This is an optimization exercise on Yosys and OpenROAD, whose aim is small area, a short achievable clock period and few clock cycles, not a production implementation. Only simulation tests tie the RTL to the original design; equivalence was not proved. Power is estimated from default activity; no workload was simulated.

File: flow/design.v
module tsc_sponge (
    input  wire         clk,
    input  wire         rst,         
    input  wire         cmd_valid,
    output wire         cmd_ready,
    input  wire [1:0]   cmd_op,      
    input  wire [7:0]   din_len,     
    input  wire [485:0] din,         
    output wire [485:0] dout,        
    output wire         absorbed     
);
    localparam N    = 729;
    localparam RATE = 243;
    localparam K    = 1;           
    localparam B    = 27;           
    function [1:0] trot(input [1:0] a, input [1:0] c);
        begin
            case (c)
                2'd1:    trot = {a[0] & ~a[1], ~a[1]};      
                2'd2:    trot = {~a[0], ~(a[0] & ~a[1])};   
                default: trot = a;
            endcase
        end
    endfunction
    function [1:0] tadd_port(input [1:0] a, input [1:0] b);
        tadd_port = trot(a, b[1] ? 2'd0 : b[0] ? 2'd2 : 2'd1);
    endfunction
    reg  [2*N-1:0] st;
    reg            abs_flag;
    reg            busy;
    reg            rdy;           
    reg  [4:0]     cnt;
    reg  [1:0]     rm;            
    wire has_data = (din_len != 8'd0);
    wire perm_cmd = (cmd_op == 2'd1) || (cmd_op == 2'd3) ||
                    (cmd_op == 2'd2 && (has_data || !abs_flag));
    wire add_en   = !busy && (cmd_op == 2'd1 || (cmd_op == 2'd2 && has_data));
    wire [2*N-1:0] w0 = st;
    genvar i;
    wire [2*N-1:0] t0, w1;
    tsc_sub #(.D(1)) u_sub0 (.s(w0), .t(t0));
    generate
        for (i = 0; i < N; i = i + 1) begin : g_c0
            case (i)
                14: assign w1[2*i +: 2] = trot(t0[2*i +: 2], (rm + 2'd0) % 3);
                41: assign w1[2*i +: 2] = trot(t0[2*i +: 2], (rm + 2'd1) % 3);
                68: assign w1[2*i +: 2] = trot(t0[2*i +: 2], (rm + 2'd2) % 3);
                95: assign w1[2*i +: 2] = trot(t0[2*i +: 2], (rm + 2'd0) % 3);
                122: assign w1[2*i +: 2] = trot(t0[2*i +: 2], (rm + 2'd1) % 3);
                149: assign w1[2*i +: 2] = trot(t0[2*i +: 2], (rm + 2'd2) % 3);
                176: assign w1[2*i +: 2] = trot(t0[2*i +: 2], (rm + 2'd0) % 3);
                203: assign w1[2*i +: 2] = trot(t0[2*i +: 2], (rm + 2'd1) % 3);
                230: assign w1[2*i +: 2] = trot(t0[2*i +: 2], (rm + 2'd2) % 3);
                257: assign w1[2*i +: 2] = trot(t0[2*i +: 2], (rm + 2'd0) % 3);
                284: assign w1[2*i +: 2] = trot(t0[2*i +: 2], (rm + 2'd1) % 3);
                311: assign w1[2*i +: 2] = trot(t0[2*i +: 2], (rm + 2'd2) % 3);
                338: assign w1[2*i +: 2] = trot(t0[2*i +: 2], (rm + 2'd0) % 3);
                365: assign w1[2*i +: 2] = trot(t0[2*i +: 2], (rm + 2'd1) % 3);
                392: assign w1[2*i +: 2] = trot(t0[2*i +: 2], (rm + 2'd2) % 3);
                419: assign w1[2*i +: 2] = trot(t0[2*i +: 2], (rm + 2'd0) % 3);
                446: assign w1[2*i +: 2] = trot(t0[2*i +: 2], (rm + 2'd1) % 3);
                473: assign w1[2*i +: 2] = trot(t0[2*i +: 2], (rm + 2'd2) % 3);
                500: assign w1[2*i +: 2] = trot(t0[2*i +: 2], (rm + 2'd0) % 3);
                527: assign w1[2*i +: 2] = trot(t0[2*i +: 2], (rm + 2'd1) % 3);
                554: assign w1[2*i +: 2] = trot(t0[2*i +: 2], (rm + 2'd2) % 3);
                581: assign w1[2*i +: 2] = trot(t0[2*i +: 2], (rm + 2'd0) % 3);
                608: assign w1[2*i +: 2] = trot(t0[2*i +: 2], (rm + 2'd1) % 3);
                635: assign w1[2*i +: 2] = trot(t0[2*i +: 2], (rm + 2'd2) % 3);
                662: assign w1[2*i +: 2] = trot(t0[2*i +: 2], (rm + 2'd0) % 3);
                689: assign w1[2*i +: 2] = trot(t0[2*i +: 2], (rm + 2'd1) % 3);
                716: assign w1[2*i +: 2] = trot(t0[2*i +: 2], (rm + 2'd2) % 3);
                default: assign w1[2*i +: 2] = t0[2*i +: 2];
            endcase
        end
    endgenerate
    wire [2*N-1:0] chain;
    generate
        for (i = 0; i < N; i = i + 1) begin : g_scr
            localparam integer J = (i * 376 + 1) % N;
            assign chain[2*J +: 2] = w1[2*i +: 2];
        end
    endgenerate
    wire accept = cmd_valid && !busy;
    wire           go      = cmd_valid && !busy && !rst;
    wire           st_take = !rst && busy;                                      
    wire           st_ea   = go && (cmd_op == 2'd1);                            
    wire           st_ef   = go && (cmd_op == 2'd2) && has_data;                
    wire           st_keep = !rst && !busy && !(cmd_valid && cmd_op != 2'd3 &&
                             (cmd_op != 2'd2 || has_data));                     
    wire           cap_keep = !rst && !busy && !(cmd_valid && cmd_op == 2'd0);
    wire [2*N-1:0] st_next;
    tsc_upd #(.W(2*N-2*RATE)) u_upd (.x(chain[2*N-1:2*RATE]), .s(st[2*N-1:2*RATE]), .take(st_take),
                                     .keep(cap_keep), .d(st_next[2*N-1:2*RATE]));
    tsc_absupd u_absupd (.x(chain[2*RATE-1:0]), .s(st[2*RATE-1:0]), .din(din), .len(din_len),
                         .take(st_take), .keep(st_keep), .ea(st_ea), .ef(st_ef),
                         .d(st_next[2*RATE-1:0]));
    always @(posedge clk)
        st <= st_next;
    always @(posedge clk) begin
        if (rst) begin
            abs_flag <= 1'b0;
            busy     <= 1'b0;
            rdy      <= 1'b1;
            cnt      <= 5'd0;
            rm       <= 2'd0;
        end else if (busy) begin
            rm <= (rm + K) % 3;
            if (cnt == B - 1) begin
                busy <= 1'b0;
                rdy  <= 1'b1;
                cnt  <= 5'd0;
                rm   <= 2'd0;
            end else begin
                cnt <= cnt + 5'd1;
            end
        end else if (accept) begin
            if (cmd_op == 2'd0) begin
                abs_flag <= 1'b0;
            end else if (perm_cmd) begin
                if (add_en)
                    abs_flag <= 1'b1;
                busy <= 1'b1;
                rdy  <= 1'b0;
                rm   <= 0;
            end
        end
    end
    assign cmd_ready = rdy;
    assign absorbed  = abs_flag;
    generate
        for (i = 0; i < RATE; i = i + 1) begin : g_out
            assign dout[2*i +: 2] = st[2*i +: 2];
        end
    endgenerate
endmodule
module tsc_sub #(
    parameter integer D = 1
) (
    input  wire [1457:0] s,
    output wire [1457:0] t
);
    localparam N = 729;
    function [2:0] hot(input [1:0] c);
        hot = {~c[0], c[1], c[0] & ~c[1]};
    endfunction
    function [2:0] qsum(input [2:0] a, input [2:0] b);
        reg p, m;
        begin
            p = (a[2] & b[0]) | (a[0] & b[2]) | (a[1] & b[1]);
            m = (a[2] & b[1]) | (a[1] & b[2]) | (a[0] & b[0]);
            qsum = {~(p | m), m, p};
        end
    endfunction
    function [1:0] tsum(input [2:0] a, input [2:0] q);
        tsum = {(a[2] & q[1]) | (a[1] & q[2]) | (a[0] & q[0]),
                ~((a[2] & q[2]) | (a[0] & q[1]) | (a[1] & q[0]))};
    endfunction
    genvar m;
    generate
        for (m = 0; m < N; m = m + 2) begin : g_pair
            localparam integer I0 = (m * D) % N;             
            localparam integer I1 = ((m + 1) * D) % N;
            localparam integer IM = ((m + N - 1) * D) % N;   
            localparam integer IP = ((m + 2) * D) % N;       
            wire [2:0] q = qsum(hot(s[2*I0 +: 2]), hot(s[2*I1 +: 2]));
            assign t[2*I0 +: 2] = tsum(hot(s[2*IM +: 2]), q);
            if (m < N - 1) begin : g_t1
                assign t[2*I1 +: 2] = tsum(hot(s[2*IP +: 2]), q);
            end
        end
    endgenerate
endmodule
module tsc_upd (
    input  wire [W-1:0] x,
    input  wire [W-1:0] s,
    input  wire         take,
    input  wire         keep,
    output wire [W-1:0] d
);
    parameter integer W = 1458;
    assign d = ({W{take}} & x) | ({W{keep}} & s);
endmodule
module tsc_absupd (
    input  wire [485:0] x,
    input  wire [485:0] s,
    input  wire [485:0] din,
    input  wire [7:0]   len,
    input  wire         take,
    input  wire         keep,
    input  wire         ea,
    input  wire         ef,
    output wire [485:0] d
);
    genvar i;
    generate
        for (i = 0; i < 243; i = i + 1) begin : g_lane
            wire c1 = ~din[2*i] & ~din[2*i+1];           
            wire c2 = din[2*i] & ~din[2*i+1];            
            wire c0 = din[2*i+1];                        
            wire lt = (i < len);
            wire eq = (i == len);
            wire r1 = lt & c1;                           
            wire r2 = lt & c2 | eq;                      
            wire r0 = ~(r1 | r2);                        
            wire g0 = keep | ea & c0 | ef & r0;          
            wire g1 = ea & c1 | ef & r1;                 
            wire g2 = ea & c2 | ef & r2;                 
            wire z  = ~s[2*i];                           
            wire p  = s[2*i] & ~s[2*i+1];                
            assign d[2*i]   = take & x[2*i]   | g0 & s[2*i]   | g1 & ~s[2*i+1] | g2 & ~p;
            assign d[2*i+1] = take & x[2*i+1] | g0 & s[2*i+1] | g1 & p         | g2 & z;
        end
    endgenerate
endmodule
File: flow/flow/run.sh
#!/bin/bash
# Own layout flow: the standard flow (standard.sh, same synthesis script and
# config.mk settings), except that
#  - modules tsc_sub (substitution layer), tsc_upd and tsc_absupd (state update,
#    absorb) come from flow/tsc_map.v, hand-mapped netlists of the same functions
#    in sky130_fd_sc_hd cells;
#  - the ABC buffers are removed at floorplan instead of an early timing repair;
#  - the port buffers are buf_2 cells and the resizer may change a cell's footprint;
#  - after global placement, high-fanout nets get placement-based buffer trees
#    (flow/pre_resize.tcl, flow/trees.tcl) before the standard repair_design;
#  - timing repair after CTS and global routing aims SETUP_MARGIN ns below the period.
set -euo pipefail
W=$(pwd)
SETUP_MARGIN=${SETUP_MARGIN:-3.5}
awk 'BEGIN{skip=0} /^[ \t]*module[ \t]+(tsc_sub|tsc_upd|tsc_absupd)[ \t]*[(#]/{skip=1} {if(!skip)print} skip&&/^[ \t]*endmodule/{skip=0}' \
    design.v > layout_design.v
grep -qE "module (tsc_sub|tsc_upd|tsc_absupd)\b" layout_design.v && { echo "module not removed" >&2; exit 1; }
cat flow/tsc_map.v >> layout_design.v
sed "s#^export VERILOG_FILES *=.*#export VERILOG_FILES = $W/layout_design.v#" config.mk > config_own.mk
grep -q "layout_design.v" config_own.mk || { echo "VERILOG_FILES not set" >&2; exit 1; }
sed "s#$W/config.mk#$W/config_own.mk#g" standard.sh > own.sh
grep -q "config_own.mk" own.sh || { echo "config path not replaced" >&2; exit 1; }
bash own.sh REMOVE_ABC_BUFFERS=1 MATCH_CELL_FOOTPRINT=0 \
    "BUFFER_PORTS_ARGS=-buffer_cell sky130_fd_sc_hd__buf_2" \
    PRE_RESIZE_TCL=$W/flow/pre_resize.tcl \
    SETUP_SLACK_MARGIN=$SETUP_MARGIN finish > own_flow.log 2>&1
test -s out/final.def
File: flow/flow/pre_resize.tcl
# Before the first repair_design: buffer trees for the high-fanout signal nets (the
# state-update selects reach every lane), built from the global placement.
source [file join [file dirname [info script]] trees.tcl]
tsc_fanout_trees 24 12 sky130_fd_sc_hd__buf_4
File: flow/flow/trees.tcl
# Buffer trees for high-fanout signal nets, built from the placement: the loads of a
# net are split by recursive bisection on their locations into groups of at most
# LEAF loads, each group gets a buffer at its centre, and the net is treated again
# until its fanout is small.
proc tsc_split {items axis leaf} {
  if {[llength $items] <= $leaf} { return [list $items] }
  set idx [expr {$axis == 0 ? 1 : 2}]
  set sorted [lsort -integer -index $idx $items]
  set half [expr {[llength $sorted] / 2}]
  set a [lrange $sorted 0 [expr {$half - 1}]]
  set b [lrange $sorted $half end]
  return [concat [tsc_split $a [expr {1 - $axis}] $leaf] [tsc_split $b [expr {1 - $axis}] $leaf]]
}
proc tsc_loads {net} {
  set items {}
  foreach it [$net getITerms] {
    if {![$it isInputSignal]} continue
    set inst [$it getInst]
    set loc [$inst getLocation]
    lappend items [list $it [lindex $loc 0] [lindex $loc 1]]
  }
  return $items
}
proc tsc_tree {net leaf cell} {
  set block [ord::get_db_block]
  set dbu [$block getDefUnits]
  set n 0
  while {1} {
    set items [tsc_loads $net]
    if {[llength $items] <= $leaf} break
    set groups [tsc_split $items 0 $leaf]
    foreach g $groups {
      if {[llength $g] < 2} continue
      set pins {}
      set sx 0; set sy 0
      foreach e $g {
        set it [lindex $e 0]
        lappend pins [get_pins "[[$it getInst] getName]/[[$it getMTerm] getName]"]
        set sx [expr {$sx + [lindex $e 1]}]
        set sy [expr {$sy + [lindex $e 2]}]
      }
      set cx [expr {double($sx) / [llength $g] / $dbu}]
      set cy [expr {double($sy) / [llength $g] / $dbu}]
      insert_buffer -buffer_cell $cell -net [get_nets [$net getName]] -load_pins $pins -location [list $cx $cy]
      incr n
    }
  }
  return $n
}
proc tsc_fanout_trees {min_fanout leaf cell} {
  set block [ord::get_db_block]
  set todo {}
  foreach net [$block getNets] {
    if {[$net getSigType] != "SIGNAL"} continue
    set cnt 0
    foreach it [$net getITerms] { if {[$it isInputSignal]} { incr cnt } }
    if {$cnt >= $min_fanout} { lappend todo $net }
  }
  set total 0
  foreach net $todo {
    set nm [$net getName]
    set k [tsc_tree $net $leaf $cell]
    puts "tsc_fanout_trees: $nm: $k buffers"
    incr total $k
  }
  puts "tsc_fanout_trees: [llength $todo] nets, $total buffers"
}
File: flow/flow/tsc_map.v
// Gate-level versions of modules tsc_sub, tsc_upd and tsc_absupd of rtl/tsc_sponge.v
// (the same functions, in sky130_fd_sc_hd cells), used for the layout in their place.
// Trits are in the port code (bit 0: not 0, bit 1: -1).

// y = a1 & a2 | b1 & b2 | c1 & c2, as NAND-NAND
module tsc_sop3 (
    input  wire a1, a2, b1, b2, c1, c2,
    output wire y
);
    wire na, nb, nc;
    sky130_fd_sc_hd__nand2_1 u_a (.A(a1), .B(a2), .Y(na));
    sky130_fd_sc_hd__nand2_1 u_b (.A(b1), .B(b2), .Y(nb));
    sky130_fd_sc_hd__nand2_1 u_c (.A(c1), .B(c2), .Y(nc));
    sky130_fd_sc_hd__nand3_1 u_y (.A(na), .B(nb), .C(nc), .Y(y));
endmodule

// y = a1 & a2 | b1 & b2 | c1 & c2, as NAND-NAND with a larger output stage
module tsc_sop3_x2 (
    input  wire a1, a2, b1, b2, c1, c2,
    output wire y
);
    wire na, nb, nc;
    sky130_fd_sc_hd__nand2_1 u_a (.A(a1), .B(a2), .Y(na));
    sky130_fd_sc_hd__nand2_1 u_b (.A(b1), .B(b2), .Y(nb));
    sky130_fd_sc_hd__nand2_1 u_c (.A(c1), .B(c2), .Y(nc));
    sky130_fd_sc_hd__nand3_2 u_y (.A(na), .B(nb), .C(nc), .Y(y));
endmodule

// t = a + q, a one-hot (z: 0, m: -1, p: +1), q one-hot; t in the port code. Its
// outputs drive the index scramble, a long wire, so they come from larger cells.
module tsc_tsum (
    input  wire       az, am, ap,
    input  wire       qz, qm, qp,
    output wire [1:0] t
);
    wire z1, z2, z3, m1, m2, m3;
    sky130_fd_sc_hd__nand2_1 u_z1 (.A(az), .B(qz), .Y(z1));
    sky130_fd_sc_hd__nand2_1 u_z2 (.A(ap), .B(qm), .Y(z2));
    sky130_fd_sc_hd__nand2_1 u_z3 (.A(am), .B(qp), .Y(z3));
    sky130_fd_sc_hd__and3_2  u_nz (.A(z1), .B(z2), .C(z3), .X(t[0]));
    sky130_fd_sc_hd__nand2_1 u_m1 (.A(az), .B(qm), .Y(m1));
    sky130_fd_sc_hd__nand2_1 u_m2 (.A(am), .B(qz), .Y(m2));
    sky130_fd_sc_hd__nand2_1 u_m3 (.A(ap), .B(qp), .Y(m3));
    sky130_fd_sc_hd__nand3_2 u_m  (.A(m1), .B(m2), .C(m3), .Y(t[1]));
endmodule

// t[i] = s[i-D] + s[i] + s[i+D]
module tsc_sub #(
    parameter integer D = 1
) (
    input  wire [1457:0] s,
    output wire [1457:0] t
);
    localparam N = 729;
    wire [N-1:0] z, p;
    genvar i, m;
    generate
        for (i = 0; i < N; i = i + 1) begin : g_h
            sky130_fd_sc_hd__inv_2  u_z (.A(s[2*i]), .Y(z[i]));
            sky130_fd_sc_hd__nor2_2 u_p (.A(z[i]), .B(s[2*i+1]), .Y(p[i]));
        end
        for (m = 0; m < N; m = m + 2) begin : g_pair
            localparam integer I0 = (m * D) % N;
            localparam integer I1 = ((m + 1) * D) % N;
            localparam integer IM = ((m + N - 1) * D) % N;
            localparam integer IP = ((m + 2) * D) % N;
            wire qp, qm, qz;
            tsc_sop3_x2 u_qp (.a1(z[I0]), .a2(p[I1]), .b1(p[I0]), .b2(z[I1]), .c1(s[2*I0+1]), .c2(s[2*I1+1]), .y(qp));
            tsc_sop3_x2 u_qm (.a1(z[I0]), .a2(s[2*I1+1]), .b1(s[2*I0+1]), .b2(z[I1]), .c1(p[I0]), .c2(p[I1]), .y(qm));
            sky130_fd_sc_hd__nor2_2 u_qz (.A(qp), .B(qm), .Y(qz));
            tsc_tsum u_t0 (.az(z[IM]), .am(s[2*IM+1]), .ap(p[IM]), .qz(qz), .qm(qm), .qp(qp), .t(t[2*I0 +: 2]));
            if (m < N - 1) begin : g_t1
                tsc_tsum u_t1 (.az(z[IP]), .am(s[2*IP+1]), .ap(p[IP]), .qz(qz), .qm(qm), .qp(qp), .t(t[2*I1 +: 2]));
            end
        end
    endgenerate
endmodule

// d = take & x | keep & s
module tsc_upd (
    input  wire [W-1:0] x,
    input  wire [W-1:0] s,
    input  wire         take,
    input  wire         keep,
    output wire [W-1:0] d
);
    parameter integer W = 1458;
    genvar i;
    generate
        for (i = 0; i < W; i = i + 1) begin : g_d
            sky130_fd_sc_hd__a22o_1 u_d (.A1(take), .A2(x[i]), .B1(keep), .B2(s[i]), .X(d[i]));
        end
    endgenerate
endmodule

// Rate lanes of the state update with the absorb (see tsc_absupd in rtl/tsc_sponge.v).
// The lane decode of len is split in two 4-bit halves: i < len is
// (i/16 < len/16) | (i/16 == len/16) & (i%16 < len%16).
module tsc_absupd (
    input  wire [485:0] x,
    input  wire [485:0] s,
    input  wire [485:0] din,
    input  wire [7:0]   len,
    input  wire         take,
    input  wire         keep,
    input  wire         ea,
    input  wire         ef,
    output wire [485:0] d
);
    wire [15:0] ah_lt, ah_eq, bl_lt, bl_eq;
    genvar i;
    generate
        for (i = 0; i < 16; i = i + 1) begin : g_pre
            assign ah_lt[i] = (i < len[7:4]);
            assign ah_eq[i] = (i == len[7:4]);
            assign bl_lt[i] = (i < len[3:0]);
            assign bl_eq[i] = (i == len[3:0]);
        end
        for (i = 0; i < 243; i = i + 1) begin : g_lane
            wire c1, c2, lt, eq, r1, r2, r0, g0, g1, g2, z, p, nm, np, pa, pb, ma, mb;
            sky130_fd_sc_hd__nor2_1   u_c1 (.A(din[2*i]), .B(din[2*i+1]), .Y(c1));
            sky130_fd_sc_hd__nor2b_1  u_c2 (.A(din[2*i+1]), .B_N(din[2*i]), .Y(c2));
            sky130_fd_sc_hd__a21o_1   u_lt (.A1(ah_eq[i/16]), .A2(bl_lt[i%16]), .B1(ah_lt[i/16]), .X(lt));
            sky130_fd_sc_hd__and2_1   u_eq (.A(ah_eq[i/16]), .B(bl_eq[i%16]), .X(eq));
            sky130_fd_sc_hd__and2_1   u_r1 (.A(lt), .B(c1), .X(r1));
            sky130_fd_sc_hd__a21o_1   u_r2 (.A1(lt), .A2(c2), .B1(eq), .X(r2));
            sky130_fd_sc_hd__nor2_1   u_r0 (.A(r1), .B(r2), .Y(r0));
            sky130_fd_sc_hd__a221o_1  u_g0 (.A1(ea), .A2(din[2*i+1]), .B1(ef), .B2(r0), .C1(keep), .X(g0));
            sky130_fd_sc_hd__a22o_1   u_g1 (.A1(ea), .A2(c1), .B1(ef), .B2(r1), .X(g1));
            sky130_fd_sc_hd__a22o_1   u_g2 (.A1(ea), .A2(c2), .B1(ef), .B2(r2), .X(g2));
            sky130_fd_sc_hd__inv_1    u_z  (.A(s[2*i]), .Y(z));
            sky130_fd_sc_hd__nor2_1   u_pp (.A(z), .B(s[2*i+1]), .Y(p));
            sky130_fd_sc_hd__inv_1    u_nm (.A(s[2*i+1]), .Y(nm));
            sky130_fd_sc_hd__inv_1    u_np (.A(p), .Y(np));
            sky130_fd_sc_hd__a22oi_1  u_pa (.A1(take), .A2(x[2*i]), .B1(g0), .B2(s[2*i]), .Y(pa));
            sky130_fd_sc_hd__a22oi_1  u_pb (.A1(g1), .A2(nm), .B1(g2), .B2(np), .Y(pb));
            sky130_fd_sc_hd__nand2_1  u_p  (.A(pa), .B(pb), .Y(d[2*i]));
            sky130_fd_sc_hd__a22oi_1  u_ma (.A1(take), .A2(x[2*i+1]), .B1(g0), .B2(s[2*i+1]), .Y(ma));
            sky130_fd_sc_hd__a22oi_1  u_mb (.A1(g1), .A2(p), .B1(g2), .B2(z), .Y(mb));
            sky130_fd_sc_hd__nand2_1  u_m  (.A(ma), .B(mb), .Y(d[2*i+1]));
        end
    endgenerate
endmodule
File: flow/standard.sh
#!/bin/bash
# synth_recipe.tcl (not shown) runs the flow's synth.tcl, then flattens the netlist and writes it again
# the make line also repeats each setting of config.mk as NAME=value (left out here)
make -C /OpenROAD-flow-scripts/flow DESIGN_CONFIG=/design/flow/config.mk WORK_HOME=/design/flow/orfs CLKGATE_MAP_FILE= SYNTH_SCRIPT=/design/flow/synth_recipe.tcl "${@:-finish}"
File: flow/config.mk
export PLATFORM = sky130hd
export DESIGN_NAME = tsc_sponge
export DESIGN_NICKNAME = tsc_sponge
export VERILOG_FILES = /design/flow/design.v
export SDC_FILE = /design/flow/constraint.sdc
export NUM_CORES = 8
export LEC_CHECK = 0
export CAP_MARGIN = 15
export CORE_MARGIN = 2
export CORE_UTILIZATION = 35
export CTS_CLUSTER_DIAMETER = 100
export CTS_CLUSTER_SIZE = 16
export GPL_TIMING_DRIVEN = 0
export PLACE_DENSITY = 0.55
export SLEW_MARGIN = 15
File: flow/constraint.sdc
create_clock -name core_clock -period 6.5 [get_ports {clk}]
set_input_delay 1.3000 -clock core_clock [delete_from_list [all_inputs] [get_ports {clk}]]
set_output_delay 1.3000 -clock core_clock [all_outputs]
set_load 0.01 [all_outputs]
==> out/qor.yml, run 1 <==
cts:
  clk_latency_ps: 970
  h-tree-depth: 3
  clockBufferDepth: 4
  cts_sinks: 1468
  root_buffer: "clkbuf_16"
  cts_tree: "built"
  clkTransAtPathRegs_ps: 80
  cts_buffers: 116
global_routing:
  grt_usage: 0.414
  grt_pass1_wl_um: 1060000
  grt_pass1_vias: 127245
  grt-ovfl-total: 0
  antenna_found_initial: 180
  grt_max_degree: 19
setup_path:
  startpoint_type: "input port"
  path_max_fanout: 8
  arrival_ps: 4070
  endpoint: "st[371]$_DFF_P_"
  reg2regPathDepth: 12
  ff2ff_setup_slack_ps: 3330
  end_kind: "flop"
  critPathKind: "input port to flop"
  r2r_end: "st[109]$_DFF_P_"
  r2r_start: "st[136]$_DFF_P_"
  cp-startpoint: "din_len[7]"
  required_ps: 7350
layout:
  syn_to_final_growth_pct: 17.1
  drive_gt1_frac: 0.324
  nets: 20650
  fin_cells: 25128
  fin_util: 0.412
  n_fill_cell: 37654
detailed_routing:
  ant_nets: 0
  drtIter0Drc: 25889
  wirelength_um: 816000
  vias: 153605
  avgRoutedWirePerCell_um: 32.5
  drc: 0
  vias_per_cell: 6.11
  first_pass_iters: 14
timing:
  tightest_slew_ps: 1360
  rsz0062_at_grt: "yes"
  max_freq_mhz: 310
  finalClockSkew_ps: 44.8
  layout_worst_path_cycle_share: 0.497
  maxSlewHeadroom: 0.0956
  setup_viol: 0
  slew_viol_final: 0
  hold_viol: 0
  finalCriticalPeriod_ps: 3230
  tns_ps: 0
  whs_ps: 494
synth:
  syn_area_um2: 127000
  syn_area_per_cell_um2: 6.80
  synth_top_area_cell: "dfxtp_1"
  yosys-top-cells-count: "nand2_1, dfxtp_1, a22o_1, nand3_2, nor2_2"
  yosysTopAreaCellShare: 0.231
  yosysMostFrequentCell: "nand2_1"
  synth_seq_area_share: 0.231
  syn_inst: 18744
  yosysWarnings: 1
  synth-edff-count: 0
  synth-async-reset-ratio: 0
  synthTopCellsByArea: "dfxtp_1, nand2_1, nand3_2"
  synth_flop_cell: "dfxtp_1"
  synth-seq-cells: 1468
  synthDistinctLibCells: 44
placed_design:
  place.gp.congestion: 1.09
  placed_cells: 24690
  port_buffers: 986
  hpwl_um: 676000
floorplan:
  fp-row-count: 221
  die_area_um2: 369000
  core_area_um2: 363000
  initial_core_util: 0.352
  ios: 987
  die_h_um: 608
  dieWidth_um: 608
pwr:
  power_density_nw_per_um2: 217
  leakage_nw: 74.6
  total_power_mw: 32.4
  ir_drop_uv: 226
job:
  maxCapViolCount: 0
hold_path:
  hold_class: "flop to flop"
outcome:
  status: "finished clean"
-- power by group --
part	total (mW)	switching (mW)	internal (mW)
Clock	7.88	4.20	3.68
Combinational	13.5	9.38	4.08
Sequential	11.1	1.51	9.58
Total	32.4	15.1	17.3
-- cells in the final DEF (no fill, tap or decap), types with 116 or more instances in the layout --
master	Yosys	layout
nor2b_1	274	271
and3_2	729	730
a221o_1	243	243
dfxtp_2	0	194
nor2_1	788	765
nand3_2	1459	1459
dfxtp_1	1468	1158
inv_2	729	730
diode_2	0	148
a22o_1	1459	1450
a22oi_2	0	195
a21o_1	486	486
clkbuf_16	0	142
buf_4	486	561
inv_1	766	761
a22oi_1	998	803
buf_2	8	962
nor2_2	1094	1095
and2_1	489	487
dfxtp_4	0	116
nand2_1	7091	7086
-- worst max-delay path: stages --
cell	delay, ps
buf_16	130
buf_12	140
nor4_4	530
clkbuf_16	280
buf_12	110
a211o_4	130
nor2_4	40
buf_12	160
buf_16	210
buf_12	210
buf_12	150
buf_8	130
a22o_1	200
a22oi_1	200
nand2_1	70
-- final cells by class --
| class | instances | area [um^2] | share of cell area |
|---|---|---|---|
| Antenna cell | 148 | 370 | 0.00248 |
| Clock buffer | 129 | 3030 | 0.0203 |
| Multi-Input combinational cell | 15280 | 90200 | 0.605 |
| Timing Repair Buffer | 1785 | 13500 | 0.0902 |
| Sequential cell | 1468 | 30100 | 0.201 |
| Clock inverter | 29 | 440 | 0.00295 |
| Inverter | 1495 | 5620 | 0.0377 |
| Tap cell | 4794 | 6000 | 0.0402 |
-- state kept, by name (all words and copies together), names as in the netlist --
name,flops
abs_flag,1
cnt,5
rdy,1
rm,2
st,1458
busy,1
-- logic make-up (layout without fill, tap and decap cells) --
| logic type | count (synthesis) | after routing | share of synthesized area |
|---|---|---|---|
| and+or+nand+nor | 11967 | 11967 | 0.483 |
| adders and majority gates | 5 | 5 | 0.000491 |
| buffers and inverters | 2013 | 3438 | 0.0737 |
| DFF | 1468 | 1468 | 0.231 |
| other | 1 | 166 | 0.0000294 |
| AOI/OAI and AO/OA | 3259 | 3259 | 0.210 |
| xor gates and xnor gates | 3 | 3 | 0.000206 |
| muxes | 28 | 28 | 0.00220 |
-- stage by stage --
step | instance area (um^2) | setup WS, ps
final | 149000 | 3270
after global routing | 149000 | 3290
after CTS | 147000 | 3300
after detailed placement | 141000 | 585
after global placement | 135000 | -78970
after floorplan | 124000 | -41880
-- routing by layer --
metal	vias to the layer above	global-route usage	wire length, um	part of all wire
met5	-	0	447	0.00055
met4	68	0.433	102000	0.13
met3	2557	0.122	108000	0.13
met2	11395	0.569	316000	0.39
met1	73029	0.496	290000	0.36
li1	66556	-	-	-
-- timing repair --
action	CTS	global route
gates cloned	6	18
setup buffers	92	15
hold endpoints to repair	0	0
setup endpoints to repair	801	553
hold buffers	0	0
resized for setup	677	305
pin swaps	80	114
-- worst min path at each step --
stage	from	endpoint	cells after the start
global placement	st[576]$_DFF_P_	st[576]$_DFF_P_	1
finish	st[562]$_DFF_P_	st[562]$_DFF_P_	1
floorplan	st[1188]$_DFF_P_	st[1188]$_DFF_P_	1
CTS	st[1454]$_DFF_P_	st[1454]$_DFF_P_	1
detailed placement	st[954]$_DFF_P_	st[954]$_DFF_P_	1
global route	st[632]$_DFF_P_	st[632]$_DFF_P_	1
Testbench counts, summed over its fixed seeds: cycles 32,184.
==> run 2, diff against run 1 <==
--- a/flow/design.v
+++ b/flow/design.v
@@ -37,38 +37,44 @@
     wire add_en   = !busy && (cmd_op == 2'd1 || (cmd_op == 2'd2 && has_data));
     wire [2*N-1:0] w0 = st;
     genvar i;
+    function [2:0] onehot3(input [1:0] c);
+        onehot3 = {c == 2'd2, c == 2'd1, c == 2'd0};
+    endfunction
+    wire [2:0] csel_0 = onehot3(rm);
+    wire [2:0] csel_1 = onehot3((rm + 2'd1) % 3);
+    wire [2:0] csel_2 = onehot3((rm + 2'd2) % 3);
     wire [2*N-1:0] t0, w1;
     tsc_sub #(.D(1)) u_sub0 (.s(w0), .t(t0));
     generate
         for (i = 0; i < N; i = i + 1) begin : g_c0
             case (i)
-                14: assign w1[2*i +: 2] = trot(t0[2*i +: 2], (rm + 2'd0) % 3);
-                41: assign w1[2*i +: 2] = trot(t0[2*i +: 2], (rm + 2'd1) % 3);
-                68: assign w1[2*i +: 2] = trot(t0[2*i +: 2], (rm + 2'd2) % 3);
-                95: assign w1[2*i +: 2] = trot(t0[2*i +: 2], (rm + 2'd0) % 3);
-                122: assign w1[2*i +: 2] = trot(t0[2*i +: 2], (rm + 2'd1) % 3);
-                149: assign w1[2*i +: 2] = trot(t0[2*i +: 2], (rm + 2'd2) % 3);
-                176: assign w1[2*i +: 2] = trot(t0[2*i +: 2], (rm + 2'd0) % 3);
-                203: assign w1[2*i +: 2] = trot(t0[2*i +: 2], (rm + 2'd1) % 3);
-                230: assign w1[2*i +: 2] = trot(t0[2*i +: 2], (rm + 2'd2) % 3);
-                257: assign w1[2*i +: 2] = trot(t0[2*i +: 2], (rm + 2'd0) % 3);
-                284: assign w1[2*i +: 2] = trot(t0[2*i +: 2], (rm + 2'd1) % 3);
-                311: assign w1[2*i +: 2] = trot(t0[2*i +: 2], (rm + 2'd2) % 3);
-                338: assign w1[2*i +: 2] = trot(t0[2*i +: 2], (rm + 2'd0) % 3);
-                365: assign w1[2*i +: 2] = trot(t0[2*i +: 2], (rm + 2'd1) % 3);
-                392: assign w1[2*i +: 2] = trot(t0[2*i +: 2], (rm + 2'd2) % 3);
-                419: assign w1[2*i +: 2] = trot(t0[2*i +: 2], (rm + 2'd0) % 3);
-                446: assign w1[2*i +: 2] = trot(t0[2*i +: 2], (rm + 2'd1) % 3);
-                473: assign w1[2*i +: 2] = trot(t0[2*i +: 2], (rm + 2'd2) % 3);
-                500: assign w1[2*i +: 2] = trot(t0[2*i +: 2], (rm + 2'd0) % 3);
-                527: assign w1[2*i +: 2] = trot(t0[2*i +: 2], (rm + 2'd1) % 3);
-                554: assign w1[2*i +: 2] = trot(t0[2*i +: 2], (rm + 2'd2) % 3);
-                581: assign w1[2*i +: 2] = trot(t0[2*i +: 2], (rm + 2'd0) % 3);
-                608: assign w1[2*i +: 2] = trot(t0[2*i +: 2], (rm + 2'd1) % 3);
-                635: assign w1[2*i +: 2] = trot(t0[2*i +: 2], (rm + 2'd2) % 3);
-                662: assign w1[2*i +: 2] = trot(t0[2*i +: 2], (rm + 2'd0) % 3);
-                689: assign w1[2*i +: 2] = trot(t0[2*i +: 2], (rm + 2'd1) % 3);
-                716: assign w1[2*i +: 2] = trot(t0[2*i +: 2], (rm + 2'd2) % 3);
+                14: tsc_inj u_inj (.a(t0[2*i +: 2]), .sel(csel_0), .y(w1[2*i +: 2]));
+                41: tsc_inj u_inj (.a(t0[2*i +: 2]), .sel(csel_1), .y(w1[2*i +: 2]));
+                68: tsc_inj u_inj (.a(t0[2*i +: 2]), .sel(csel_2), .y(w1[2*i +: 2]));
+                95: tsc_inj u_inj (.a(t0[2*i +: 2]), .sel(csel_0), .y(w1[2*i +: 2]));
+                122: tsc_inj u_inj (.a(t0[2*i +: 2]), .sel(csel_1), .y(w1[2*i +: 2]));
+                149: tsc_inj u_inj (.a(t0[2*i +: 2]), .sel(csel_2), .y(w1[2*i +: 2]));
+                176: tsc_inj u_inj (.a(t0[2*i +: 2]), .sel(csel_0), .y(w1[2*i +: 2]));
+                203: tsc_inj u_inj (.a(t0[2*i +: 2]), .sel(csel_1), .y(w1[2*i +: 2]));
+                230: tsc_inj u_inj (.a(t0[2*i +: 2]), .sel(csel_2), .y(w1[2*i +: 2]));
+                257: tsc_inj u_inj (.a(t0[2*i +: 2]), .sel(csel_0), .y(w1[2*i +: 2]));
+                284: tsc_inj u_inj (.a(t0[2*i +: 2]), .sel(csel_1), .y(w1[2*i +: 2]));
+                311: tsc_inj u_inj (.a(t0[2*i +: 2]), .sel(csel_2), .y(w1[2*i +: 2]));
+                338: tsc_inj u_inj (.a(t0[2*i +: 2]), .sel(csel_0), .y(w1[2*i +: 2]));
+                365: tsc_inj u_inj (.a(t0[2*i +: 2]), .sel(csel_1), .y(w1[2*i +: 2]));
+                392: tsc_inj u_inj (.a(t0[2*i +: 2]), .sel(csel_2), .y(w1[2*i +: 2]));
+                419: tsc_inj u_inj (.a(t0[2*i +: 2]), .sel(csel_0), .y(w1[2*i +: 2]));
+                446: tsc_inj u_inj (.a(t0[2*i +: 2]), .sel(csel_1), .y(w1[2*i +: 2]));
+                473: tsc_inj u_inj (.a(t0[2*i +: 2]), .sel(csel_2), .y(w1[2*i +: 2]));
+                500: tsc_inj u_inj (.a(t0[2*i +: 2]), .sel(csel_0), .y(w1[2*i +: 2]));
+                527: tsc_inj u_inj (.a(t0[2*i +: 2]), .sel(csel_1), .y(w1[2*i +: 2]));
+                554: tsc_inj u_inj (.a(t0[2*i +: 2]), .sel(csel_2), .y(w1[2*i +: 2]));
+                581: tsc_inj u_inj (.a(t0[2*i +: 2]), .sel(csel_0), .y(w1[2*i +: 2]));
+                608: tsc_inj u_inj (.a(t0[2*i +: 2]), .sel(csel_1), .y(w1[2*i +: 2]));
+                635: tsc_inj u_inj (.a(t0[2*i +: 2]), .sel(csel_2), .y(w1[2*i +: 2]));
+                662: tsc_inj u_inj (.a(t0[2*i +: 2]), .sel(csel_0), .y(w1[2*i +: 2]));
+                689: tsc_inj u_inj (.a(t0[2*i +: 2]), .sel(csel_1), .y(w1[2*i +: 2]));
+                716: tsc_inj u_inj (.a(t0[2*i +: 2]), .sel(csel_2), .y(w1[2*i +: 2]));
                 default: assign w1[2*i +: 2] = t0[2*i +: 2];
             endcase
         end
@@ -170,6 +176,16 @@
         end
     endgenerate
 endmodule
+module tsc_inj (
+    input  wire [1:0] a,
+    input  wire [2:0] sel,
+    output wire [1:0] y
+);
+    wire z = ~a[0];                  
+    wire p = a[0] & ~a[1];           
+    assign y[0] = sel[0] & a[0] | sel[1] & ~a[1] | sel[2] & ~p;
+    assign y[1] = sel[0] & a[1] | sel[1] & p     | sel[2] & z;
+endmodule
 module tsc_upd (
     input  wire [W-1:0] x,
     input  wire [W-1:0] s,
==> flow/flow/run.sh (replaced) <==
#!/bin/bash
# Own layout flow: the standard flow (standard.sh, same synthesis script and
# config.mk settings), except that
#  - modules tsc_sub, tsc_inj (substitution, round constants), tsc_upd and tsc_absupd (state update,
#    absorb) come from flow/tsc_map.v, hand-mapped netlists of the same functions
#    in sky130_fd_sc_hd cells;
#  - the ABC buffers are removed at floorplan instead of an early timing repair;
#  - the port buffers are buf_2 cells and the resizer may change a cell's footprint;
#  - the cells of each trit are placed in a home tile (spiral order) (flow/structure.tcl)
#    before the pins are placed and again after global placement; high-fanout nets
#    then get placement-based buffer trees
#    (flow/pre_resize.tcl, flow/trees.tcl) before the standard repair_design;
#  - timing repair after CTS and global routing aims SETUP_MARGIN ns below the period.
set -euo pipefail
W=$(pwd)
SETUP_MARGIN=${SETUP_MARGIN:-3.6}
awk 'BEGIN{skip=0} /^[ \t]*module[ \t]+(tsc_sub|tsc_inj|tsc_upd|tsc_absupd)[ \t]*[(#]/{skip=1} {if(!skip)print} skip&&/^[ \t]*endmodule/{skip=0}' \
    design.v > layout_design.v
grep -qE "module (tsc_sub|tsc_inj|tsc_upd|tsc_absupd)\b" layout_design.v && { echo "module not removed" >&2; exit 1; }
cat flow/tsc_map.v >> layout_design.v
sed "s#^export VERILOG_FILES *=.*#export VERILOG_FILES = $W/layout_design.v#" config.mk > config_own.mk
grep -q "layout_design.v" config_own.mk || { echo "VERILOG_FILES not set" >&2; exit 1; }
sed "s#$W/config.mk#$W/config_own.mk#g" standard.sh > own.sh
grep -q "config_own.mk" own.sh || { echo "config path not replaced" >&2; exit 1; }
bash own.sh REMOVE_ABC_BUFFERS=1 MATCH_CELL_FOOTPRINT=0 \
    "BUFFER_PORTS_ARGS=-buffer_cell sky130_fd_sc_hd__buf_2" \
    POST_GLOBAL_PLACE_SKIP_IO_TCL=$W/flow/post_gp_skip_io.tcl PRE_RESIZE_TCL=$W/flow/pre_resize.tcl \
    SETUP_SLACK_MARGIN=$SETUP_MARGIN finish > own_flow.log 2>&1
test -s out/final.def
==> flow/flow/post_gp_skip_io.tcl (new file) <==
# Before the I/O pins are placed: put the trit cells at their homes, so that the pins
# go next to the cells they connect to.
source [file join [file dirname [info script]] structure.tcl]
tsc_place_structured
==> flow/flow/pre_resize.tcl (replaced) <==
# After global placement, before the first repair_design: put the trit cells back at
# their homes, then buffer trees for the high-fanout nets (the state-update selects
# reach every lane), built from the placement.
source [file join [file dirname [info script]] structure.tcl]
tsc_place_structured
source [file join [file dirname [info script]] trees.tcl]
tsc_fanout_trees 24 12 sky130_fd_sc_hd__buf_4
==> flow/flow/structure.tcl (new file) <==
# Structured placement: each trit i of the state has a home tile on a 27 x 27 grid
# over the core, in spiral order from the outer ring inwards (so trits i and i+1 are
# neighbours and the rate trits 0..242 lie along the die edge, near their ports).
# The flip-flops, substitution, round-constant, state update and absorb cells of trit
# i are put in its tile; the index scramble is then the only long wiring.
proc tsc_spiral {n} {
  set tiles {}
  set lo 0
  set hi [expr {$n - 1}]
  while {$lo <= $hi} {
    for {set x $lo} {$x <= $hi} {incr x} { lappend tiles [list $x $lo] }
    for {set y [expr {$lo + 1}]} {$y <= $hi} {incr y} { lappend tiles [list $hi $y] }
    if {$hi > $lo} {
      for {set x [expr {$hi - 1}]} {$x >= $lo} {incr x -1} { lappend tiles [list $x $hi] }
      for {set y [expr {$hi - 1}]} {$y > $lo} {incr y -1} { lappend tiles [list $lo $y] }
    }
    incr lo
    incr hi -1
  }
  return $tiles
}
proc tsc_trit_of {name} {
  # odb names escape the brackets: st\[12\]$_DFF_P_, u_sub0.g_pair\[4\].u_qz
  if {[regexp {^st\\?\[(\d+)\\?\]} $name -> b]} { return [expr {$b / 2}] }
  if {[regexp {^u_sub0\.g_h\\?\[(\d+)\\?\]} $name -> t]} { return $t }
  if {[regexp {^u_sub0\.g_pair\\?\[(\d+)\\?\]} $name -> t]} { return $t }
  if {[regexp {^g_c0\\?\[(\d+)\\?\]\.u_inj} $name -> t]} { return $t }
  if {[regexp {^u_upd\.g_d\\?\[(\d+)\\?\]} $name -> b]} { return [expr {(486 + $b) / 2}] }
  if {[regexp {^u_absupd\.g_lane\\?\[(\d+)\\?\]} $name -> t]} { return $t }
  return -1
}
proc tsc_place_structured {} {
  set block [ord::get_db_block]
  set core [$block getCoreArea]
  set x0 [$core xMin]; set y0 [$core yMin]
  set w [expr {double([$core xMax] - $x0) / 27}]
  set h [expr {double([$core yMax] - $y0) / 27}]
  set tiles [tsc_spiral 27]
  expr {srand(1)}
  set n 0
  foreach inst [$block getInsts] {
    if {[$inst isFixed]} continue
    set t [tsc_trit_of [$inst getName]]
    if {$t < 0} continue
    lassign [lindex $tiles $t] tx ty
    set x [expr {int($x0 + ($tx + 0.1 + 0.8 * rand()) * $w)}]
    set y [expr {int($y0 + ($ty + 0.1 + 0.8 * rand()) * $h)}]
    $inst setLocation $x $y
    $inst setPlacementStatus PLACED
    incr n
  }
  puts "tsc_place_structured: $n cells placed in their trit tiles"
}
--- a/flow/flow/tsc_map.v
+++ b/flow/flow/tsc_map.v
@@ -1,4 +1,5 @@
-// Gate-level versions of modules tsc_sub, tsc_upd and tsc_absupd of rtl/tsc_sponge.v
+// Gate-level versions of modules tsc_sub, tsc_inj, tsc_upd and tsc_absupd of
+// rtl/tsc_sponge.v
 // (the same functions, in sky130_fd_sc_hd cells), used for the layout in their place.
 // Trits are in the port code (bit 0: not 0, bit 1: -1).
 
@@ -12,18 +13,6 @@
     sky130_fd_sc_hd__nand2_1 u_b (.A(b1), .B(b2), .Y(nb));
     sky130_fd_sc_hd__nand2_1 u_c (.A(c1), .B(c2), .Y(nc));
     sky130_fd_sc_hd__nand3_1 u_y (.A(na), .B(nb), .C(nc), .Y(y));
-endmodule
-
-// y = a1 & a2 | b1 & b2 | c1 & c2, as NAND-NAND with a larger output stage
-module tsc_sop3_x2 (
-    input  wire a1, a2, b1, b2, c1, c2,
-    output wire y
-);
-    wire na, nb, nc;
-    sky130_fd_sc_hd__nand2_1 u_a (.A(a1), .B(a2), .Y(na));
-    sky130_fd_sc_hd__nand2_1 u_b (.A(b1), .B(b2), .Y(nb));
-    sky130_fd_sc_hd__nand2_1 u_c (.A(c1), .B(c2), .Y(nc));
-    sky130_fd_sc_hd__nand3_2 u_y (.A(na), .B(nb), .C(nc), .Y(y));
 endmodule
 
 // t = a + q, a one-hot (z: 0, m: -1, p: +1), q one-hot; t in the port code. Its
@@ -56,8 +45,8 @@
     genvar i, m;
     generate
         for (i = 0; i < N; i = i + 1) begin : g_h
-            sky130_fd_sc_hd__inv_2  u_z (.A(s[2*i]), .Y(z[i]));
-            sky130_fd_sc_hd__nor2_2 u_p (.A(z[i]), .B(s[2*i+1]), .Y(p[i]));
+            sky130_fd_sc_hd__inv_1  u_z (.A(s[2*i]), .Y(z[i]));
+            sky130_fd_sc_hd__nor2_1 u_p (.A(z[i]), .B(s[2*i+1]), .Y(p[i]));
         end
         for (m = 0; m < N; m = m + 2) begin : g_pair
             localparam integer I0 = (m * D) % N;
@@ -65,15 +54,32 @@
             localparam integer IM = ((m + N - 1) * D) % N;
             localparam integer IP = ((m + 2) * D) % N;
             wire qp, qm, qz;
-            tsc_sop3_x2 u_qp (.a1(z[I0]), .a2(p[I1]), .b1(p[I0]), .b2(z[I1]), .c1(s[2*I0+1]), .c2(s[2*I1+1]), .y(qp));
-            tsc_sop3_x2 u_qm (.a1(z[I0]), .a2(s[2*I1+1]), .b1(s[2*I0+1]), .b2(z[I1]), .c1(p[I0]), .c2(p[I1]), .y(qm));
-            sky130_fd_sc_hd__nor2_2 u_qz (.A(qp), .B(qm), .Y(qz));
+            tsc_sop3 u_qp (.a1(z[I0]), .a2(p[I1]), .b1(p[I0]), .b2(z[I1]), .c1(s[2*I0+1]), .c2(s[2*I1+1]), .y(qp));
+            tsc_sop3 u_qm (.a1(z[I0]), .a2(s[2*I1+1]), .b1(s[2*I0+1]), .b2(z[I1]), .c1(p[I0]), .c2(p[I1]), .y(qm));
+            sky130_fd_sc_hd__nor2_1 u_qz (.A(qp), .B(qm), .Y(qz));
             tsc_tsum u_t0 (.az(z[IM]), .am(s[2*IM+1]), .ap(p[IM]), .qz(qz), .qm(qm), .qp(qp), .t(t[2*I0 +: 2]));
             if (m < N - 1) begin : g_t1
                 tsc_tsum u_t1 (.az(z[IP]), .am(s[2*IP+1]), .ap(p[IP]), .qz(qz), .qm(qm), .qp(qp), .t(t[2*I1 +: 2]));
             end
         end
     endgenerate
+endmodule
+
+// y = a + c, c one-hot in sel = {c == 2, c == 1, c == 0}
+module tsc_inj (
+    input  wire [1:0] a,
+    input  wire [2:0] sel,
+    output wire [1:0] y
+);
+    wire z, p, nm, np, y0n, y1n;
+    sky130_fd_sc_hd__inv_1    u_z  (.A(a[0]), .Y(z));
+    sky130_fd_sc_hd__nor2_1   u_p  (.A(z), .B(a[1]), .Y(p));
+    sky130_fd_sc_hd__inv_1    u_nm (.A(a[1]), .Y(nm));
+    sky130_fd_sc_hd__inv_1    u_np (.A(p), .Y(np));
+    sky130_fd_sc_hd__a222oi_1 u_y0 (.A1(sel[0]), .A2(a[0]), .B1(sel[1]), .B2(nm), .C1(sel[2]), .C2(np), .Y(y0n));
+    sky130_fd_sc_hd__inv_2    u_o0 (.A(y0n), .Y(y[0]));
+    sky130_fd_sc_hd__a222oi_1 u_y1 (.A1(sel[0]), .A2(a[1]), .B1(sel[1]), .B2(p), .C1(sel[2]), .C2(z), .Y(y1n));
+    sky130_fd_sc_hd__inv_2    u_o1 (.A(y1n), .Y(y[1]));
 endmodule
 
 // d = take & x | keep & s
--- a/flow/config.mk
+++ b/flow/config.mk
@@ -7,9 +7,9 @@
 export LEC_CHECK = 0
 export CAP_MARGIN = 15
 export CORE_MARGIN = 2
-export CORE_UTILIZATION = 35
+export CORE_UTILIZATION = 30
 export CTS_CLUSTER_DIAMETER = 100
 export CTS_CLUSTER_SIZE = 16
 export GPL_TIMING_DRIVEN = 0
-export PLACE_DENSITY = 0.55
+export PLACE_DENSITY = 0.5
 export SLEW_MARGIN = 15
==> run 2 against run 1 <==
The flow now stops in 5_1_grt. Synthesized cell count down 0.10%. Synthesized area down 5.1%.
==> out/qor.yml, run 2 <==
outcome:
  status: "aborted with a tool error"
  haltStage: "5_1_grt"
  tool.error: "[ERROR GRT-0116] Global routing finished with congestion. Check the congestion regions in the DRC Viewer."
global_routing:
  grt_usage: 0.625
  grt_max_degree: 20
  grt_pass1_wl_um: 1720000
  grt_pass1_vias: 172649
  grt-ovfl-total: 45
synth:
  synth-edff-count: 0
  synthDistinctLibCells: 42
  yosys-top-cells-count: "nand2_1, nor2_1, inv_1"
  syn_inst: 18725
  yosysTopAreaCellShare: 0.243
  yosysMostFrequentCell: "nand2_1"
  synth-async-reset-ratio: 0
  syn_area_um2: 121000
  syn_area_per_cell_um2: 6.46
  synthTopCellsByArea: "dfxtp_1, nand2_1, a22o_1"
  synth_top_area_cell: "dfxtp_1"
  yosysWarnings: 1
  synth_flop_cell: "dfxtp_1"
  synth_seq_area_share: 0.243
  synth-seq-cells: 1468
floorplan:
  dieWidth_um: 639
  initial_core_util: 0.301
  ios: 987
  die_h_um: 639
  fp-row-count: 233
cts:
  h-tree-depth: 4
  root_buffer: "clkbuf_16"
  clockBufferDepth: 4
  cts_sinks: 1468
  cts_buffers: 146
placed_design:
  placed_cells: 25194
  hpwl_um: 1140000
  port_buffers: 986
run 2: layer usage:
layer  GRT overflow  global-route usage
met1              0               0.617
met2             33               0.801
met3              0               0.445
met4             12               0.687
met5              0              0.0761
run 2: worst min path at each step:
stage,cells after the start,endpoint,from,slack [ps]
floorplan,1,st[1000]$_DFF_P_,st[1000]$_DFF_P_,440
global placement,1,st[1404]$_DFF_P_,st[1404]$_DFF_P_,460
detailed placement,1,st[1276]$_DFF_P_,st[1276]$_DFF_P_,450
CTS,1,st[1018]$_DFF_P_,st[1018]$_DFF_P_,480
run 2: repair_timing:
action | 4_1_cts
setup buffers | 166
resized for setup | 1016
hold buffers | 0
cloned | 9
endpoints found under the setup margin | 842
pin swaps | 72
run 2: stage by stage:
stage | hold slack (ps) | cell area [um^2] | setup slack [ps] | power [mW] | util
3_3_place_gp | 455 | 129000 | -91790 | 25.5 | 0.321
2_1_floorplan | 442 | 117000 | -49540 | 18.1 | -
4_1_cts | 479 | 145000 | 3470 | 44.6 | 0.360
3_5_place_dp | 454 | 135000 | 458 | 34.0 | 0.337
run 2: cells by family after synthesis:
kind of cell	synth area share
XOR/XNOR	0.000217
AO/OA/AOI/OAI	0.222
flip-flops	0.243
other	0.0000310
AND/OR/NAND/NOR	0.454
buffers and inverters	0.0804
adder cells (fa/ha/maj)	0.000621
multiplexers	0.0000931
run 2: power by group through the flow:
stage          logic, mW  clock network, mW  registers [mW]
3_5_place_dp        23.2                  0            10.8
4_1_cts             23.6               10.5            10.6
3_3_place_gp        14.5                  0            11.0
2_1_floorplan       7.59                  0            10.5
Testbench counts of run 2, summed over its fixed seeds: cycles 32,184.

==> afterwards: timing with drivers on the ports <==
The results above use ideal ports. As a check the final layout listed here was re-extracted and re-timed, cells and wires unchanged. Step 1 assumes that a clkbuf_16 drives the clock port and a buf_2 every other input. Step 2, shift: input delay + t, output delay - t, t = (earliest + latest rising clock arrival at the registers) / 2. This alone moves slack from input paths to output paths. a / b / c = ideal / step 1 / step 2; a / b = the first two.
run: run 1
t (ns): 1.067
setup WS [ns]: 3.272 / 3.327 / 2.262
latest minus earliest clock arrival (ns): 0.049 / 0.048
slew at the worst register clock pin (ns): 0.10 / 0.10
After both steps setup and hold are still met in run 1. For run 1, drivers alone change the setup slack by +0.055 ns; drivers and shift together by -1.010 ns.
